This is an optimization exercise on Yosys and OpenROAD, whose aim is a short achievable clock period and few clock cycles, not a production implementation.
The RTL was checked by simulation tests, not by an equivalence proof against the original design.
Power and IR drop assume default switching activity.

==> run a: inputs <==
## rgbvm_core
module rgbvm_core (
    input  wire        clk,
    input  wire        rst,
    input  wire        start,
    input  wire [31:0] entry_ip,
    input  wire [16:0] entry_sp,
    input  wire [16:0] stack_top,
    input  wire [16:0] stack_low,
    input  wire        budget_en,
    input  wire [31:0] budget,
    output reg         busy,
    output reg         done,
    output reg  [2:0]  status,
    output wire [31:0] res_ip,
    output wire [16:0] res_sp,
    output wire [31:0] res_count,
    output reg         mem_en,
    output reg         mem_we,
    output reg  [15:0] mem_addr,
    output reg  [7:0]  mem_wdata,
    input  wire [7:0]  mem_rdata,
    output wire        call_req,
    output wire [7:0]  call_id,
    output wire [16:0] call_sp,
    input  wire        call_ack,
    input  wire        call_ok,
    output wire        out_req,
    output wire [7:0]  out_data,
    input  wire        out_ack,
    input  wire        out_ok
);
make LEC_CHECK=0 ABC_CLOCK_PERIOD_IN_PS=3000 CAP_MARGIN=20 CORE_MARGIN=2 CORE_UTILIZATION=35 SETUP_SLACK_MARGIN=4.5 SLEW_MARGIN=20 TNS_END_PERCENT=5 finish   # period 9.5 ns
run.sh (not shown) runs the stock make flow with config.mk's settings and CLKGATE_MAP_FILE= SYNTH_SCRIPT=/design/flow/synth_recipe.tcl, a recipe that flattens the netlist after the stock synthesis.
==> inputs of run b, as changes to run a <==
--- a/flow/design.v
+++ b/flow/design.v
@@ -57,15 +57,16 @@
                      E_MUL1 = 4'd5,
                      E_MUL2 = 4'd6,
                      E_DIVA = 4'd7,
                      E_DIVB = 4'd8,
                      E_DIVI = 4'd9,
                      E_DIVF = 4'd10,
                      E_DIVC = 4'd11,
-                     E_MUL3 = 4'd12;
+                     E_MUL3 = 4'd12,
+                     E_MUL0 = 4'd13;
     localparam [2:0] K_PUSH = 3'd0, K_PUSH8 = 3'd1, K_FILL = 3'd2,
                      K_POP  = 3'd3, K_SPILL = 3'd4;
     reg [3:0]  est;
     reg [31:0] ip;
     reg [31:0] ip_cur;      
     reg [16:0] sp, spp4, spm4, spp8, spm8;
     reg [14:0] dep;         
@@ -119,14 +120,15 @@
     reg [1:0]  wb_i;
     reg [15:0] wb_addr;
     reg [31:0] wb_data;
     reg        hk_call;
     reg [7:0]  call_id_r;
     reg [7:0]  out_data_r;
     reg [31:0] ma, mb;
+    reg [31:0] mr [0:15];
     reg [31:0] mq0;
     reg [27:0] mq1;
     reg [23:0] mq2;
     reg [19:0] mq3;
     reg [15:0] mq4;
     reg [11:0] mq5;
     reg [7:0]  mq6;
@@ -252,31 +254,35 @@
             8'b???10000: dprio = 3'd4;
             8'b??100000: dprio = 3'd5;
             8'b?1000000: dprio = 3'd6;
             default:     dprio = 3'd7;
         endcase
     end
     wire        ip_bad   = |ip[31:16];
-    wire        fstop    = fa[16] && !acc_f && !arr_f;
+    wire [16:0] fa_eff   = refa ? {ip[31:16] != 16'd0, ip[15:0]} : fa;
+    wire        fstop    = fa_eff[16] && !acc_f && !arr_f;
     wire        opnd_oob = fstop && (qn < {2'b00, d_len});
     wire        ovf      = ((d_need == 2'd1) && dz) || ((d_need == 2'd2) && (dz || d1));
     wire        unf      = d_push && !room_ok;
     wire [15:0] ea       = {b2, b1};
     wire        ea_oob   = (ea > 16'hFFFC);
     wire [17:0] ea_end   = {2'b00, ea} + 18'd4;      
     wire        ea_ovl   = ({1'b0, ea[15:4]} >= minsp_c) && ({1'b0, ea[15:4]} <= top_r[16:4]);
     wire        ea_qovl  = ({2'b00, ea} <= {1'b0, fa}) && (ea_end > {2'b00, ip[15:0]});
     wire        r2_near  = r2n;
-    wire        zblk_fa  = any_dirty && (fa >= minsp) && (fa < top_r);
-    wire [7:0]  sin_idx = (op == OP_COS) ? (tos[7:0] + 8'd64) : tos[7:0];
-    wire [7:0]  sin_val;
+    wire        zblk_fa  = any_dirty && (fa_eff >= minsp) && (fa_eff < top_r);
+    wire [7:0]  sin_val, cos_val;
     rgbvm_sin_rom u_sin (
-        .idx(sin_idx),
+        .idx(tos[7:0]),
         .val(sin_val)
     );
+    rgbvm_sin_rom u_cos (
+        .idx({tos[7:6] + 2'd1, tos[5:0]}),
+        .val(cos_val)
+    );
     wire [31:0] sx8 = {{24{b1[7]}}, b1};
     wire        eqv = (nos == tos);
     wire [32:0] dif = {nos[31], nos} - {tos[31], tos};
     wire        ltv = dif[32];
     reg [31:0] alu;
     always @(*) begin
         case (op)
@@ -287,15 +293,16 @@
             OP_LT:   alu = {31'd0, ltv};
             OP_BT:   alu = {31'd0, !ltv && !eqv};
             OP_LTE:  alu = {31'd0, ltv || eqv};
             OP_BTE:  alu = {31'd0, !ltv};
             OP_INV:  alu = 32'd0 - tos;
             OP_ABS:  alu = tos[31] ? (32'd0 - tos) : tos;
             OP_ADD8: alu = tos + sx8;
-            OP_SIN, OP_COS: alu = {24'd0, sin_val};
+            OP_SIN:  alu = {24'd0, sin_val};
+            OP_COS:  alu = {24'd0, cos_val};
             default: alu = 32'd0;
         endcase
     end
     reg [31:0] pval;       
     always @(*) begin
         case (op)
             OP_PC8:  pval = sx8;
@@ -331,15 +338,15 @@
     wire [34:0] ds3 = {3'b000, drem} - {1'b0, dd3};
     reg        t_eacc, t_ewe;         
     reg [15:0] t_eaddr;
     reg [7:0]  t_ewd;
     reg        t_hold;                
     reg [2:0]  t_cons;                
     reg        t_qfl;                 
-    reg [16:0] t_qfa;                 
+    reg        refa;                  
     reg        t_fin;
     reg [2:0]  t_fst;
     reg        t_wa;                  
     reg [2:0]  t_wae;
     reg [16:0] t_waa;
     reg [31:0] t_wav;
     reg        t_wad;
@@ -388,15 +395,15 @@
                 3'd4: begin qsh[j2] = (j2 + 4 < QN) ? q[(j2 + 4) % QN] : 8'd0; pqsh[j2] = (j2 + 4 < QN) ? pq[(j2 + 4) % QN] : {PW{1'b0}}; end
                 default: begin qsh[j2] = (j2 + 5 < QN) ? q[(j2 + 5) % QN] : 8'd0; pqsh[j2] = (j2 + 5 < QN) ? pq[(j2 + 5) % QN] : {PW{1'b0}}; end
             endcase
         end
     end
     always @(posedge clk) begin
         t_eacc = 1'b0; t_ewe = 1'b0; t_eaddr = 16'd0; t_ewd = 8'd0;
-        t_hold = 1'b0; t_cons = 3'd0; t_qfl = 1'b0; t_qfa = 17'd0;
+        t_hold = 1'b0; t_cons = 3'd0; t_qfl = 1'b0;
         t_fin = 1'b0; t_fst = 3'd0;
         t_wa = 1'b0; t_wae = 3'd0; t_waa = 17'd0; t_wav = 32'd0; t_wad = 1'b0;
         t_wb2 = 1'b0; t_cd = 1'b0; t_cdall = 1'b0; t_cde = 3'd0; t_inv = 1'b0; t_spop = 2'd0;
         t_wbst = 1'b0; t_fault = 1'b0; t_fcode = 3'd0;
         t_rv = {mem_rdata, mo_rb};
         t_rem = 8'd0;
         t_start = 1'b0;
@@ -437,15 +444,14 @@
                         bud_r   <= budget;
                         t_minu  = 1'b1; t_mins = entry_sp;
                         t_inv   = 1'b1;
                         busy    <= 1'b1;
                         est     <= E_RUN;
                         t_hold  = 1'b0;
                         t_qfl   = 1'b1;
-                        t_qfa   = (entry_ip[31:16] != 16'd0) ? 17'h10000 : {1'b0, entry_ip[15:0]};
                     end
                 end
                 E_RUN: begin
                     if (x_go) begin
                         t_cons = d_len;
                         ip_cur <= ip;
                         ip     <= ip_nx;
@@ -469,19 +475,17 @@
                             t_wa = 1'b1; t_wae = e0; t_waa = sp; t_wav = alu; t_wad = 1'b1;
                         end
                         if (c_jcc) t_spop = 2'd1;
                         if (c_jcc || c_jr) t_hold = 1'b1;
                         if (jtake) begin
                             ip    <= ip_tgt;
                             t_qfl = 1'b1;
-                            t_qfa = (ip_tgt[31:16] != 16'd0) ? 17'h10000 : {1'b0, ip_tgt[15:0]};
                         end
                         if ((c_pc || c_dup || c_swap || c_bin || c_un) && r2_near) begin
                             t_qfl  = 1'b1;
-                            t_qfa  = {1'b0, ip_nx[15:0]};
                             t_hold = 1'b1;
                         end
                         if (c_halt) begin
                             t_fin = 1'b1; t_fst = ST_HALTED;
                         end
                         if (c_call || c_out) begin
                             hk_call    <= c_call;
@@ -642,29 +646,27 @@
                             end else begin
                                 if (pop_inv) begin
                                     t_inv = 1'b1;
                                     t_minu = 1'b1; t_mins = sp;
                                 end
                                 if (pop_qf) begin
                                     t_qfl = 1'b1;
-                                    t_qfa = ip[31:16] != 16'd0 ? 17'h10000 : {1'b0, ip[15:0]};
                                 end
                             end
                         end
                     end else if (arr_r && mo_ri == mo_last) begin
                         est <= E_RUN;
                         if (mo_kind == K_FILL) begin
                             t_wa = 1'b1; t_wae = mo_e; t_waa = mo_a0; t_wav = t_rv; t_wad = 1'b0;
                         end else begin
                             t_wa  = 1'b1; t_wae = ep; t_waa = spm4; t_wad = 1'b1;
                             t_wav = (mo_kind == K_PUSH) ? t_rv : {24'd0, mem_rdata};
                             t_spop = 2'd2;
                             if (r2_near) begin
                                 t_qfl  = 1'b1;
-                                t_qfa  = {1'b0, ip[15:0]};
                                 t_hold = 1'b1;
                             end
                         end
                     end
                 end
                 E_WB: begin
                     if (wbv != 32'd0) begin
@@ -682,15 +684,14 @@
                 E_HOST: begin
                     t_hold = 1'b1;
                     if (hk_call && call_ack) begin
                         if (call_ok) begin
                             t_inv  = 1'b1;
                             t_minu = 1'b1; t_mins = sp;
                             t_qfl  = 1'b1;
-                            t_qfa  = ip[31:16] != 16'd0 ? 17'h10000 : {1'b0, ip[15:0]};
                             t_hold = 1'b0;
                             est    <= E_RUN;
                         end else begin
                             ip  <= ip_cur;
                             cnt <= cnt - 32'd1;
                             t_fin = 1'b1; t_fst = ST_INVCALL;
                         end
@@ -703,22 +704,28 @@
                             ip  <= ip_cur;
                             cnt <= cnt - 32'd1;
                             t_fin = 1'b1; t_fst = ST_INVCALL;
                         end
                     end
                 end
                 E_MUL1: begin
-                    mq0 <= ma * mb[3:0];
-                    mq1 <= ma[27:0] * mb[7:4];
-                    mq2 <= ma[23:0] * mb[11:8];
-                    mq3 <= ma[19:0] * mb[15:12];
-                    mq4 <= ma[15:0] * mb[19:16];
-                    mq5 <= ma[11:0] * mb[23:20];
-                    mq6 <= ma[7:0] * mb[27:24];
-                    mq7 <= ma[3:0] * mb[31:28];
+                    for (i = 0; i < 16; i = i + 1)
+                        mr[i] <= (mb[2 * i] ? (ma << (2 * i)) : 32'd0) +
+                                 (mb[2 * i + 1] ? (ma << (2 * i + 1)) : 32'd0);
+                    est <= E_MUL0;
+                end
+                E_MUL0: begin
+                    mq0 <= mr[0] + mr[1];
+                    mq1 <= mr[2][31:4] + mr[3][31:4];
+                    mq2 <= mr[4][31:8] + mr[5][31:8];
+                    mq3 <= mr[6][31:12] + mr[7][31:12];
+                    mq4 <= mr[8][31:16] + mr[9][31:16];
+                    mq5 <= mr[10][31:20] + mr[11][31:20];
+                    mq6 <= mr[12][31:24] + mr[13][31:24];
+                    mq7 <= mr[14][31:28] + mr[15][31:28];
                     est <= E_MUL3;
                 end
                 E_MUL3: begin
                     mp0 <= mq0 + {mq1, 4'd0};
                     mp1 <= mq2 + {mq3[19:0], 4'd0};
                     mp2 <= mq4 + {mq5[11:0], 4'd0};
                     mp3 <= mq6 + {mq7[3:0], 4'd0};
@@ -727,15 +734,14 @@
                 E_MUL2: begin
                     t_wa = 1'b1; t_wae = e1; t_waa = spp4; t_wad = 1'b1;
                     t_wav = mp0 + {mp1[23:0], 8'd0} + {mp2[15:0], 16'd0} + {mp3[7:0], 24'd0};
                     t_spop = 2'd1;
                     est <= E_RUN;
                     if (r2_near) begin
                         t_qfl  = 1'b1;
-                        t_qfa  = {1'b0, ip[15:0]};
                     end
                 end
                 E_DIVA: begin
                     dq      <= ma[31] ? (32'd0 - ma) : ma;
                     ddvs    <= mb[31] ? (32'd0 - mb) : mb;
                     dv_qneg <= ma[31] ^ mb[31];
                     dv_rneg <= ma[31];
@@ -777,15 +783,14 @@
                     t_wa = 1'b1; t_wae = e1; t_waa = spp4; t_wad = 1'b1;
                     if (dv_mod) t_wav = dv_rneg ? (32'd0 - drem) : drem;
                     else        t_wav = dv_qneg ? (32'd0 - dq) : dq;
                     t_spop = 2'd1;
                     est <= E_RUN;
                     if (r2_near) begin
                         t_qfl  = 1'b1;
-                        t_qfa  = {1'b0, ip[15:0]};
                     end
                 end
                 default: begin
                     est <= E_IDLE;
                     t_hold = 1'b1;
                 end
             endcase
@@ -881,31 +886,32 @@
                 spp8 <= spp4;
                 spm4 <= spm8;
                 spm8 <= spm8 - 17'd4;
                 dep  <= dep + 15'd1;
                 if (spm4 < minsp) begin t_minu = 1'b1; t_mins = spm4; end
             end
             if (t_start) begin
-                dz      <= (t_depn == 15'd0);
-                d1      <= (t_depn == 15'd1);
-                room_ok <= ({1'b0, t_spn} >= t_lp4);
+                dz      <= 1'b1;
+                d1      <= 1'b0;
+                room_ok <= 1'b0;
                 rooms   <= entry_sp[16:2] - stack_low[16:2] - {14'd0, entry_sp[1:0] < stack_low[1:0]};
             end else if (t_spop == 2'd1) begin
                 dz      <= dep_is1;
                 d1      <= dep_is2;
                 room_ok <= 1'b1;
                 rooms   <= rooms + 15'd1;
             end else if (t_spop == 2'd2) begin
                 dz      <= 1'b0;
                 d1      <= dep_is0;
                 room_ok <= rk_m;
                 rooms   <= rooms - 15'd1;
             end else begin
                 dz      <= dep_is0;
                 d1      <= dep_is1;
+                room_ok <= (rooms != 15'd0);
             end
             if (t_minu) begin
                 minsp   <= t_mins;
                 t_mm     = t_mins - 17'd16;
                 minsp_c <= (t_mins < 17'd16) ? 13'd0 : t_mm[16:4];
             end
             r2n     <= ({1'b0, sp} <= {1'b0, fa} + 18'd36) &&
@@ -922,29 +928,30 @@
                     end else if (t_cons != 3'd0) begin
                         q[i]  <= qsh[i];
                         pq[i] <= pqsh[i];
                     end
                 end
             end
             t_room = ({1'b0, qn} + {5'd0, arr_f} + {5'd0, acc_f} <= QN - 1);
-            t_fgo  = !t_eacc && !t_hold && !fa[16] && t_room && !zblk_fa;
+            t_fgo  = !t_eacc && !t_hold && !fa_eff[16] && t_room && !zblk_fa;
             if (t_eacc) begin
                 mem_en    <= 1'b1;
                 mem_we    <= t_ewe;
                 mem_addr  <= t_eaddr;
                 mem_wdata <= t_ewd;
             end else if (t_fgo) begin
                 mem_en    <= 1'b1;
                 mem_we    <= 1'b0;
-                mem_addr  <= fa[15:0];
+                mem_addr  <= fa_eff[15:0];
             end else begin
                 mem_en    <= 1'b0;
                 mem_we    <= 1'b0;
             end
-            fa    <= t_qfl ? t_qfa : (t_fgo ? fa + 17'd1 : fa);
+            fa    <= t_fgo ? fa_eff + 17'd1 : fa_eff;
+            refa  <= t_qfl;
             acc_f <= t_fgo;
             arr_f <= acc_f && !t_qfl;
             acc_r <= t_eacc && !t_ewe;
             arr_r <= acc_r;
         end
     end
 endmodule
==> comparison table <==
metric                                                                     run a                      run b
Status                                                   complete, no violations    complete, no violations
Post-route cell area                                                  217000 µm²                 231000 µm²
Worst-case setup slack after placement                                   2170 ps                    1660 ps
Area share of xor/xnor cells in the synthesized design                    0.0642                     0.0709
CTS resizes                                                                  484                        577
Routed vias/inst                                                            6.56                       6.42
Relative max-transition margin                                             0.100                     0.0895
Terminus of the critical flop-to-flop path                     nos[15]$_DFFE_PN_        cv[4][24]$_DFFE_PP_
Crit Path Max Fanout                                                          15                         60
Overall power consumption                                                36.6 mW                    37.4 mW
Slack of the worst reg-to-reg path                                       3630 ps                    3680 ps
End of the worst hold path                                      mp3[0]$_DFFE_PP_           mq3[0]$_DFFE_PP_
Most frequent cell after synthesis                      sky130_fd_sc_hd__nand2_1  sky130_fd_sc_hd__edfxtp_1
Post-placement cell count                                                  26605                      27460
Clock share of power                                                       0.323                      0.335
Buffers, non-clock                                                          1361                       1581
Testbench counts of run a, summed over its fixed seeds: cycles 709,457.
Testbench counts of run b, summed over its fixed seeds: cycles 713,588.

re-timing with driven ports:
The results above use ideal ports. As a check the final layouts listed here were re-extracted and re-timed, cells and wires unchanged. Step 1 sets driving cells, clkbuf_16 on the clock port and buf_2 on the other inputs (assumed; they add their load-dependent delay and slew). Step 2, shift: input delay + t, output delay - t, t = (earliest + latest rising clock arrival at the registers) / 2. This alone moves slack from input paths to output paths. a / b / c = no drivers / after step 1 / after step 2; a / b = the first two.
run | t (ns) | setup WS [ns] | hold slack, ns | worst setup path after step 2 | cell pins on the clock port's net
run a | 1.118 | 3.635 / 3.635 / 2.830 | 0.419 / 0.419 / 0.419 | input to register | 1
run b | 1.147 | 3.683 / 3.683 / 2.960 | 0.412 / 0.412 / 0.412 | input to register | 1
After both steps every run listed still meets setup and hold. For run a, which loses most, drivers alone change the setup slack by 0.000 ns; drivers and shift together by -0.805 ns.
